Background: an optimization exercise with open tools, aiming at small area. Do not read the settings as production practice.
In this exercise RTL edits were held to simulation tests only and were not proved equivalent to the original.
The clock cells of this run come from the design's own scripts or RTL, not from TritonCTS.
No driver is modelled on the clock port, so clock power and skew are understated where the tree is cut down; a real chip needs a root buffer or a tree.
Power is estimated from default activity; no workload was simulated.

### design/flow/config.mk
export PLATFORM = sky130hd
export DESIGN_NAME = flashcart
export DESIGN_NICKNAME = flashcart
export VERILOG_FILES = /design/flow/design.v
export SDC_FILE = /design/flow/constraint.sdc
export NUM_CORES = 4
export LEC_CHECK = 0
export CAP_MARGIN = 0
export CORE_MARGIN = 2
export CORE_UTILIZATION = 45
export SLEW_MARGIN = 0
### design/flow/constraint.sdc
create_clock -name core_clock -period 5.0 [get_ports {clk}]
set_input_delay 1.0000 -clock core_clock [delete_from_list [all_inputs] [get_ports {clk}]]
set_output_delay 1.0000 -clock core_clock [all_outputs]
set_load 0.01 [all_outputs]
### design/flow/design.v
module flashcart (
    input  wire        clk,
    input  wire        rst,           
    input  wire        req_valid,
    output wire        req_ready,
    input  wire        req_ev,        
    input  wire [2:0]  req_code,      
    input  wire [1:0]  req_win,       
    input  wire        req_we,        
    input  wire [12:0] req_off,
    input  wire [7:0]  req_data,
    input  wire        cfg_fj,        
    input  wire        cfg_bj,
    input  wire        cfg_cp,
    output wire        rsp_valid,
    output wire [7:0]  rsp_data,
    output wire        rsp_ok,        
    output wire        rsp_fwd,       
    output wire        rsp_map,       
    output wire [1:0]  rsp_ge,
    output wire [3:0]  rsp_bank,
    output wire [3:0]  rsp_flags,     
    output wire        rsp_bsel,      
    output wire        rsp_cpchg,     
    output wire        fl_en,
    output wire        fl_we,
    output wire [16:0] fl_addr,
    output wire [7:0]  fl_wdata,
    input  wire [7:0]  fl_rdata,
    output wire        ram_en,
    output wire        ram_we,
    output wire [14:0] ram_addr,
    output wire [7:0]  ram_wdata,
    input  wire [7:0]  ram_rdata
);
    localparam [3:0] F_READ = 4'd0, F_UNLOCK1 = 4'd1, F_UNLOCK2 = 4'd2,
                     F_AUTOSELECT = 4'd3, F_PROGRAM = 4'd4,
                     F_PROGRAM_ERROR = 4'd5, F_ERASE_SETUP = 4'd6,
                     F_ERASE_UNLOCK1 = 4'd7, F_ERASE_UNLOCK2 = 4'd8;
    reg        fj, bj, cp_dev;
    reg        att;
    reg        active;
    reg [3:0]  bank;
    reg        allow_bank, no_freeze, reu_mapping;
    reg        wol, cpe, export_ram;
    reg [3:0]  fstate;
    reg        fpd7;           
    reg        ftoggle;        
    reg        ph;             
    reg        er;             
    reg        chip;           
    reg [2:0]  ehi;            
    reg [13:0] elo;            
    wire [7:0]  o8  = req_off[7:0];
    wire [7:0]  d   = req_data;
    wire        io1 = (req_win == 2'd0);
    wire        io2 = (req_win == 2'd1);
    wire [12:0] bank_off = req_win[1] ? req_off : {4'b1111, req_win[0], o8};
    wire [16:0] fl_a     = {bank[3] ^ ~bj, bank[2:0], bank_off};
    wire is_reg   = io1 && (o8[7:1] == 7'd0);
    wire engaged  = io1 && att && cpe && cp_dev && (o8[7:4] == 4'd0);
    wire serviced = att && active && (io1 ? reu_mapping : (io2 && !reu_mapping));
    wire is_rom   = req_win[1] && att;
    wire mem_access  = !is_reg && !engaged && (serviced || is_rom);
    wire mem_read    = mem_access && !req_we;
    wire mem_write   = mem_access && req_we && (req_win != 2'd3);
    wire ram_write   = mem_write && export_ram;
    wire flash_store = mem_write && !export_ram && fj;
    wire [14:0] am  = fl_a[14:0];
    wire        u1  = (am == 15'h5555);
    wire        u2  = (am == 15'h2AAA);
    wire        dAA = (d == 8'hAA);
    wire        d55 = (d == 8'h55);
    wire        dF0 = (d == 8'hF0);
    reg  [3:0]  f_next;
    reg         f_erase;
    always @(*) begin
        f_next  = F_READ;
        f_erase = 1'b0;
        case (fstate)
            F_READ:
                if (u1 && dAA)                 f_next = F_UNLOCK1;
            F_UNLOCK1:
                if (u2 && d55)                 f_next = F_UNLOCK2;
            F_UNLOCK2:
                if (u1 && d == 8'h90)          f_next = F_AUTOSELECT;
                else if (u1 && d == 8'hA0)     f_next = F_PROGRAM;
                else if (u1 && d == 8'h80)     f_next = F_ERASE_SETUP;
            F_AUTOSELECT:
                if (u1 && dAA)                 f_next = F_UNLOCK1;
                else if (!dF0)                 f_next = F_AUTOSELECT;
            F_PROGRAM_ERROR:
                if (!dF0)                      f_next = F_PROGRAM_ERROR;
            F_ERASE_SETUP:
                if (u1 && dAA)                 f_next = F_ERASE_UNLOCK1;
            F_ERASE_UNLOCK1:
                if (u2 && d55)                 f_next = F_ERASE_UNLOCK2;
            F_ERASE_UNLOCK2:
                f_erase = (u1 && d == 8'h10) || (d == 8'h30);
            default: ;
        endcase
    end
    wire f_prog    = (fstate == F_PROGRAM);
    wire rd_ident  = (fstate == F_AUTOSELECT) && (o8 <= 8'h02);
    wire rd_status = (fstate == F_PROGRAM_ERROR);
    wire mem_rd2   = mem_read && (export_ram || !(rd_ident || rd_status));
    wire prog      = flash_store && f_prog;
    wire two       = !req_ev && (mem_rd2 || prog);
    assign req_ready = !er && (ph || !two);
    wire   acc       = req_valid && req_ready;
    wire   elo_z     = (elo[12:0] == 13'd0);
    wire   elo_fb    = elo[13] ^ elo[4] ^ elo[2] ^ elo[0] ^ elo_z;
    wire   elo_end   = elo_z && elo[13];
    wire   er_last   = elo_end && (!chip || ehi == 3'h7);
    wire   er_start  = !req_ev && flash_store && f_erase;
    assign rsp_valid = (acc && !er_start) || (er && er_last);
    wire [7:0] pgm_new = fl_rdata & d;
    wire       pgm_ok  = (pgm_new == d);
    wire fl_rd_req = !req_ev && mem_read && !export_ram && !rd_ident && !rd_status;
    assign fl_en    = er || (req_valid && !req_ev && (fl_rd_req || prog));
    assign fl_we    = er || (ph && prog);
    assign fl_addr  = {fl_a[16:14] ^ ehi, elo | (fl_a[13:0] & {14{!er}})};
    assign fl_wdata = er ? 8'hFF : pgm_new;
    assign ram_en    = !er && req_valid && !req_ev &&
                       ((mem_read && export_ram) || ram_write);
    assign ram_we    = ram_write;
    assign ram_addr  = {(req_win[1] || allow_bank) ? bank[1:0] : 2'b00, bank_off};
    assign ram_wdata = d;
    wire       reg_ok = att && active;
    wire [7:0] status = {bank[2], reu_mapping, bank[3], bank[1:0], 1'b0,
                         allow_bank, fj};
    wire [7:0] fstat  = {~fpd7, ftoggle, 1'b1, 5'd0};
    wire t_ram  = ph && export_ram;
    wire t_fl   = ph && !export_ram;
    wire t_fa   = req_ev && (!att || !no_freeze);
    wire t_reg  = !req_ev && is_reg && reg_ok;
    wire fl_spc = !req_ev && mem_read && !export_ram;
    wire t_st   = fl_spc && rd_status;
    wire t_id   = fl_spc && (fstate == F_AUTOSELECT);
    assign rsp_data = ({8{t_ram}} & ram_rdata) | ({8{t_fl}} & fl_rdata) |
                      ({8{t_reg}} & status) | ({8{t_st}} & fstat) |
                      {2'b00, t_id && o8 == 8'h01, 4'b0000,
                       (t_id && o8 == 8'h00) || t_fa};
    assign rsp_ok   = !req_win[1] && (is_reg ? reg_ok : mem_read);
    wire reg_wr   = !req_ev && is_reg && reg_ok && req_we;
    wire ev_attach = (req_code == 3'd0) && !att;
    wire ev_reset  = (req_code == 3'd1) && att;
    wire ev_freeze = ((req_code == 3'd2) || (req_code == 3'd3 && !no_freeze)) &&
                     att && !fj;
    assign rsp_fwd   = !er && !req_ev && !is_reg && engaged;
    assign rsp_map   = !er && (req_ev ? (ev_attach || ev_reset || ev_freeze)
                                      : (reg_wr && !o8[0]));
    assign rsp_bsel  = !er && reg_wr && o8[0] && fj;
    assign rsp_cpchg = !er && reg_wr && o8[0] && !fj && !wol && (cpe != d[0]);
    assign rsp_ge    = req_ev ? {req_code[1] || (req_code[0] ? fj : cfg_fj), req_code[1]}
                              : {d[1] && !(fj && d[0]), d[0] && !fj};
    assign rsp_bank  = req_ev ? ((req_code[1:0] == 2'b01) ? bank : 4'd0)
                              : {o8[0] && bj && !d[5], d[7], d[4], d[3]};
    assign rsp_flags = req_ev ? {req_code[1], 1'b0, 1'b1, 1'b0}
                              : {d[5], d[6], 1'b0, 1'b1};
    wire a_ev  = acc && req_ev;
    wire a_att = a_ev && ev_attach;
    wire a_rst = a_ev && ev_reset;
    wire a_frz = a_ev && (req_code[2:1] == 2'b01) && ev_freeze;
    wire a_det = a_ev && (req_code == 3'd5);
    wire a_wr  = acc && reg_wr;
    wire a_r0  = a_wr && !o8[0];
    wire a_r1f = a_wr && o8[0] && fj;
    wire a_r1n = a_wr && o8[0] && !fj && !wol;
    wire a_r1  = a_r1f || a_r1n;
    wire a_tog = acc && !req_ev && mem_read && !export_ram && rd_status;
    wire a_fs  = acc && !req_ev && flash_store;
    wire a_pe  = a_fs && f_prog && !pgm_ok;
    wire a_bk  = a_r0 || a_r1;
    always @(posedge clk) begin
        ph  <= req_valid && !er && two && !ph;
        elo <= er ? {elo[12:0], elo_fb} : 14'd0;
        if (rst)
            ehi <= 3'd0;
        else if (er && chip && elo_end)
            ehi <= ehi + 3'd1;
        if (!er) chip <= !d[5];
        er  <= !rst && (er ? !er_last : (a_fs && f_erase));
        att <= !rst && (a_att || (att && !a_det));
        if (a_att) begin
            fj     <= cfg_fj;
            bj     <= cfg_bj;
            cp_dev <= cfg_cp;
        end
        active      <= a_att || a_rst || a_frz ||
                       (active && !(a_r0 && d[2]));
        wol         <= a_r1n || (wol && !(a_att || a_rst));
        cpe         <= (a_r1n && d[0]) || (cpe && !(a_att || a_r1n));
        no_freeze   <= (a_r1 && d[2]) || (no_freeze && !(a_att || a_r1));
        allow_bank  <= (a_r1 && d[1]) || (allow_bank && !(a_att || a_r1));
        reu_mapping <= (a_r1n && d[6]) || (reu_mapping && !(a_att || a_r1));
        export_ram  <= a_frz || (a_r0 && d[5]) ||
                       (export_ram && !(a_att || a_rst || a_r0));
        bank[2:0]   <= ({3{a_bk}} & {d[7], d[4], d[3]}) |
                       ({3{!(a_att || a_bk)}} & bank[2:0]);
        bank[3]     <= (a_r1f && bj && !d[5]) || (bank[3] && !(a_att || a_bk));
        ftoggle     <= !a_pe && (ftoggle ^ a_tog);
        if (a_pe) fpd7 <= d[7];
        if (a_att || a_rst)
            fstate <= F_READ;
        else if (a_fs)
            fstate <= f_prog ? (pgm_ok ? F_READ : F_PROGRAM_ERROR) : f_next;
    end
endmodule
### design/flow/flow/run.sh
#!/bin/bash
# ORFS layout as standard.sh runs it, with three changes:
#  - synthesis maps the logic with an area-oriented ABC script (flow/synth.tcl);
#  - the buffers ABC inserts are removed at floorplan;
#  - the port buffers are the smallest buffer, buf_1;
#  - the clock tree is a one level of clock buffers (flow/cts_hook.tcl).
set -euo pipefail
export FLOW_ABC_SCRIPT=$PWD/flow/abc_area.script
bash standard.sh SYNTH_SCRIPT=$PWD/flow/synth.tcl synth > synth.log 2>&1
bash standard.sh \
  BUFFER_PORTS_ARGS="-buffer_cell sky130_fd_sc_hd__buf_1" \
  REMOVE_ABC_BUFFERS=1 \
  CLK_K=3 CLK_CELL=sky130_fd_sc_hd__clkbuf_8 PRE_CTS_TCL=$PWD/flow/cts_hook.tcl \
  finish > layout.log 2>&1
### design/flow/flow/abc_area.script
strash
&get -n
&st
&dch -f
&nf -R 1000 -F 8 -A 4 -C 32
&st
&syn2
&dch -f
&nf -R 1000 -F 8 -A 4 -C 32
&st
&syn3
&dch -f
&nf -R 1000 -F 8 -A 4 -C 32
&put
topo
### design/flow/flow/cts_hook.tcl
# PRE_CTS hook: a one-level clock tree. The design has a few dozen
# flip-flops, so TritonCTS's H-tree (a root buffer and four leaf buffers)
# is replaced by CLK_K leaf buffers (CLK_CELL) driven by the clock port,
# each driving the flip-flops of one vertical strip of the core and placed
# at their centre. The rest of ORFS's CTS step (legalisation, timing
# repair) runs unchanged.
proc clock_tree_synthesis {args} {
  set k $::env(CLK_K)
  set block [ord::get_db_block]
  set master [[ord::get_db] findMaster $::env(CLK_CELL)]
  set clk [[$block findBTerm clk] getNet]
  set sinks {}
  foreach it [$clk getITerms] {
    set loc [[$it getInst] getLocation]
    lappend sinks [list [lindex $loc 0] [lindex $loc 1] $it]
  }
  set sinks [lsort -integer -index 0 $sinks]
  set n [llength $sinks]
  for {set g 0} {$g < $k} {incr g} {
    set lo [expr {($g * $n) / $k}]
    set hi [expr {(($g + 1) * $n) / $k - 1}]
    set net [odb::dbNet_create $block clknet_leaf_$g]
    $net setSigType CLOCK
    set inst [odb::dbInst_create $block $master clkbuf_leaf_$g]
    set sx 0; set sy 0
    foreach s [lrange $sinks $lo $hi] {
      set sx [expr {$sx + [lindex $s 0]}]
      set sy [expr {$sy + [lindex $s 1]}]
      set it [lindex $s 2]
      $it disconnect
      $it connect $net
    }
    set m [expr {$hi - $lo + 1}]
    [$inst findITerm A] connect $clk
    [$inst findITerm X] connect $net
    $inst setLocation [expr {$sx / $m}] [expr {$sy / $m}]
    $inst setPlacementStatus PLACED
    puts "clock tree: clkbuf_leaf_$g drives $m clock sinks"
  }
}
### design/flow/flow/synth.tcl
# synth_recipe.tcl (the standard synthesis) with one change: ABC maps the
# logic with flow/abc_area.script instead of ORFS's speed script.
proc synth {args} { yosys synth -nofsm -noshare {*}$args }
proc abc {args} {
  set i [lsearch $args -script]
  if {$i >= 0} { lset args [expr {$i+1}] $::env(FLOW_ABC_SCRIPT) }
  yosys abc {*}$args
}
source $::env(SCRIPTS_DIR)/synth.tcl
# left out here: clear keep_hierarchy, flatten, clean up, hide names made inside functions, write 1_2_yosys.v
### design/flow/standard.sh
#!/bin/bash
# synth_recipe.tcl (not shown) runs the flow's synth.tcl, then flattens the netlist and writes it again
# the make line also repeats each setting of config.mk as NAME=value (left out here)
make -C /OpenROAD-flow-scripts/flow DESIGN_CONFIG=/design/flow/config.mk WORK_HOME=/design/flow/orfs CLKGATE_MAP_FILE= SYNTH_SCRIPT=/design/flow/synth_recipe.tcl "${@:-finish}"
==> flow_summary.yaml <==
finish:
  layout-drive-gt1-share_pct: 1.434
  fin_nets: 542
  num_antenna_cells: 0
  synthToLayoutAreaGrowth_pct: 17.03
  multi_input_area_um2: 1647
  regArea_um2: 870.8
  fillers: 645
  final_cell_area_um2: 3249
synthesis:
  synth-main-ff-cell: "dfxtp_1"
  synth_top_cell_by_area: "dfxtp_1"
  syn_inst: 377
  ys_top_cells_by_area: "dfxtp_1 (26%), nand2_1 (7.0%), buf_4 (5.9%)"
  ys_ff_latch: 41
  ys_seq_area_share_pct: 31.37
  synth_cell_types: 45
  synth_top_area_share_pct: 25.96
  synth_edf_count: 5
  synth_adder_area_share_pct: 0.9013
  syn_area_per_cell_um2: 7.364
  postSynth.asyncResetShare_pct: 0
  yosys.area_share.xor_xnor_pct: 3.155
  synth-compound-area-share_pct: 20.87
  synthSimpleGateAreaFrac_pct: 32.94
  synth_top_family_by_area: "simple AND/OR/NAND/NOR gates"
  synth_area_um2: 2776
  synth_mux_area_share_pct: 1.442
  ys_warn_count: 1
timing:
  rsz0062_at_grt: "no"
  tns_ns: 0
  whs_ns: 0.4985
  finalHoldViolCount: 0
  fin_skew_ns: 0.01021
  worst_slack_ns: 0.5146
  max_freq_mhz: 222.9
  report.final.slew_viol_count: 0
  slew_headroom_pct: 51.07
  setup_viol: 0
  min_period_ns: 4.485
  min_period_over_period_pct: 89.71
  tightestPinTransition_ns: 0.7330
cts:
  ctsHoldBuffers: 0
  cts_resized: 0
  insertion_delay_ns: 0.15
  path_clk_slew_ns: 0.08
  cts_setup_buffers: 0
critical_path:
  critPathLaunchType: "primary input"
  path_max_fanout: 5
  arrival_ns: 3.49
  end_kind: "primary output"
  crit_type: "in -> out"
  worstPathRequired_ns: 4.00
drt:
  wirelength_mm: 9.489
  dr.pass1.iters: 5
  drc_errors: 0
  ant_nets: 0
  dr_total_vias: 3272
  wire_per_inst_um: 16.85
  viasPerCell: 5.812
  drt_iter0_drc: 298
job:
  maxCapViolations: 0
run_status:
  status: "complete, no violations"
die:
  die_y_um: 82.55
  initial_core_util_pct: 46.62
  die_w_um: 82.55
  dieArea_um2: 6815
  io_pins: 127
  rows: 28
  core_area_um2: 5956
grt:
  antenna_found_initial: 0
  grt_pass1_wl_mm: 14.65
  grt_max_degree: 26
  grt_usage_pct: 27.74
  grt_pass1_vias: 2883
  grt_overflow_total: 0
min_path:
  hold_path_class: "reg -> reg"
pwr:
  power_density_nw_per_um2: 185.5
  leakage_nw: 1.182
  ir_worst_vdd_v: 0.0002023
place:
  place_area_um2: 3208
  preCtsSetupSlack_ns: 0.6102
  portBuffers: 126
  post-dp-hpwl_mm: 7.448
  gp_congestion: 0.9573
worst paths after layout:
check	start	endpoint	slack (ns)	depth (start not counted)
max	req_win[0]	rsp_valid	0.51	13
min	no_freeze	no_freeze	0.50	2
max reg2reg	att	fpd7	1.81	10
min reg2reg	no_freeze	no_freeze	0.50	2
worst max-delay path, stage by stage:
cell,delay (ns)
buf_1,0.14
nor2_1,0.28
nor4b_1,0.37
a41oi_1,0.09
o221a_1,0.28
and3_1,0.19
nand2_1,0.09
nor3_1,0.08
nor2_1,0.15
nor3_1,0.08
nor2b_1,0.35
a22o_1,0.22
buf_1,0.16
flip-flops by register name, summed over array words and instances (netlist names), 3 cells and up:
register and count:
bank 4, elo 14, fstate 4, ehi 3
final cells by class:
class	instances	share of cell area (%)
multi-input combinational	289	50.67
inverter	25	2.888
timing repair buffer	130	15.48
tap	75	2.888
sequential	41	26.80
buffer	3	1.271
cells by family after synthesis:
family,Yosys count
xor gates and xnor gates,10
and+or+nand+nor,182
adders and majority gates,2
AOI/OAI and AO/OA,91
DFF,41
buffers and inverters,47
muxes,4
through the flow:
stage / total power [mW] / instances / utilization (%)
after floorplan: 0.3993 / 355 / -
after CTS: 0.5729 / 563 / 54.56
after global placement: 0.4684 / 560 / 53.87
after detailed placement: 0.4682 / 560 / 53.87
final: 0.6029 / 563 / 54.56
after global routing: 0.6296 / 563 / 54.56
cell usage after synthesis (2+ instances only):
library cell and count:
and3_1 5, a211oi_1 3, nor4_1 11, o21ai_0 29, o21bai_1 2, dfxtp_1 36
a222oi_1 3, or4_1 3, ha_1 2, and4_1 2, nor2_1 39, a31oi_1 3
a21o_1 12, mux2i_1 4, nand2_1 52, o21a_1 3, nor2b_1 10, xor2_1 5
nand3_1 7, a221oi_1 4, or3_1 2, a21oi_1 22, or2_0 3, nand4b_1 2
clkinv_1 25, nand4_1 9, buf_4 22, xnor2_1 5, a311oi_1 2, edfxtp_1 5
nor3_1 11, nand2b_1 4, and2_0 18
layout by cell type, fill, tap and decap left out, drive strengths merged, types with 5 or more instances in the layout:
cell type  netlist  final
nor3            11     11
o21ai           29     29
nand2           52     52
and3             5      5
and2            18     18
xnor2            5      5
buf             22    130
nor2            39     39
xor2             5      5
nor4            11     11
dfxtp           36     36
nor2b           10     10
clkinv          25     25
nand3            7      7
nand4            9      9
edfxtp           5      5
a21o            12     12
a21oi           22     22
layer usage:
metal	GRT usage, %	share of wire (%)	vias up
li1	-	-	1552
met1	41.35	45	1547
met2	42.90	44	153
met3	2.283	8.3	20
met4	7.377	2.6	0
met5	0	0	-
power by group:
part | switching, mW | internal [mW] | leakage, nW
Clock | 0.0854 | 0.0554 | 0.0216
Sequential | 0.00884 | 0.337 | 0.337
Combinational | 0.0775 | 0.0391 | 0.824

afterwards: timing with drivers on the ports:
The flow's constraints put no driver on any port. The routed layout listed below was extracted and timed again, unchanged, in two steps.
Step 1: set_driving_cell puts a clkbuf_16 on clk and a buf_2 on each other input, an assumption about the parent block.
Step 2 adds t to the input delays and takes it off the output delays; t is the mean of the earliest and latest rising clock arrival at the registers after step 1. Input paths then give back, and output paths get back, about the clock's delay inside the block.
Three values: ideal, step 1, step 2; two values: the first two.
shift t [ns]: 0.193
setup slack, ns: 0.515 / 0.495 / 0.495
hold slack, ns: 0.498 / 0.498 / 0.498
After both steps setup and hold are still met in this run. The setup slack of this run moves by -0.020 ns with the drivers and by -0.020 ns with both steps.
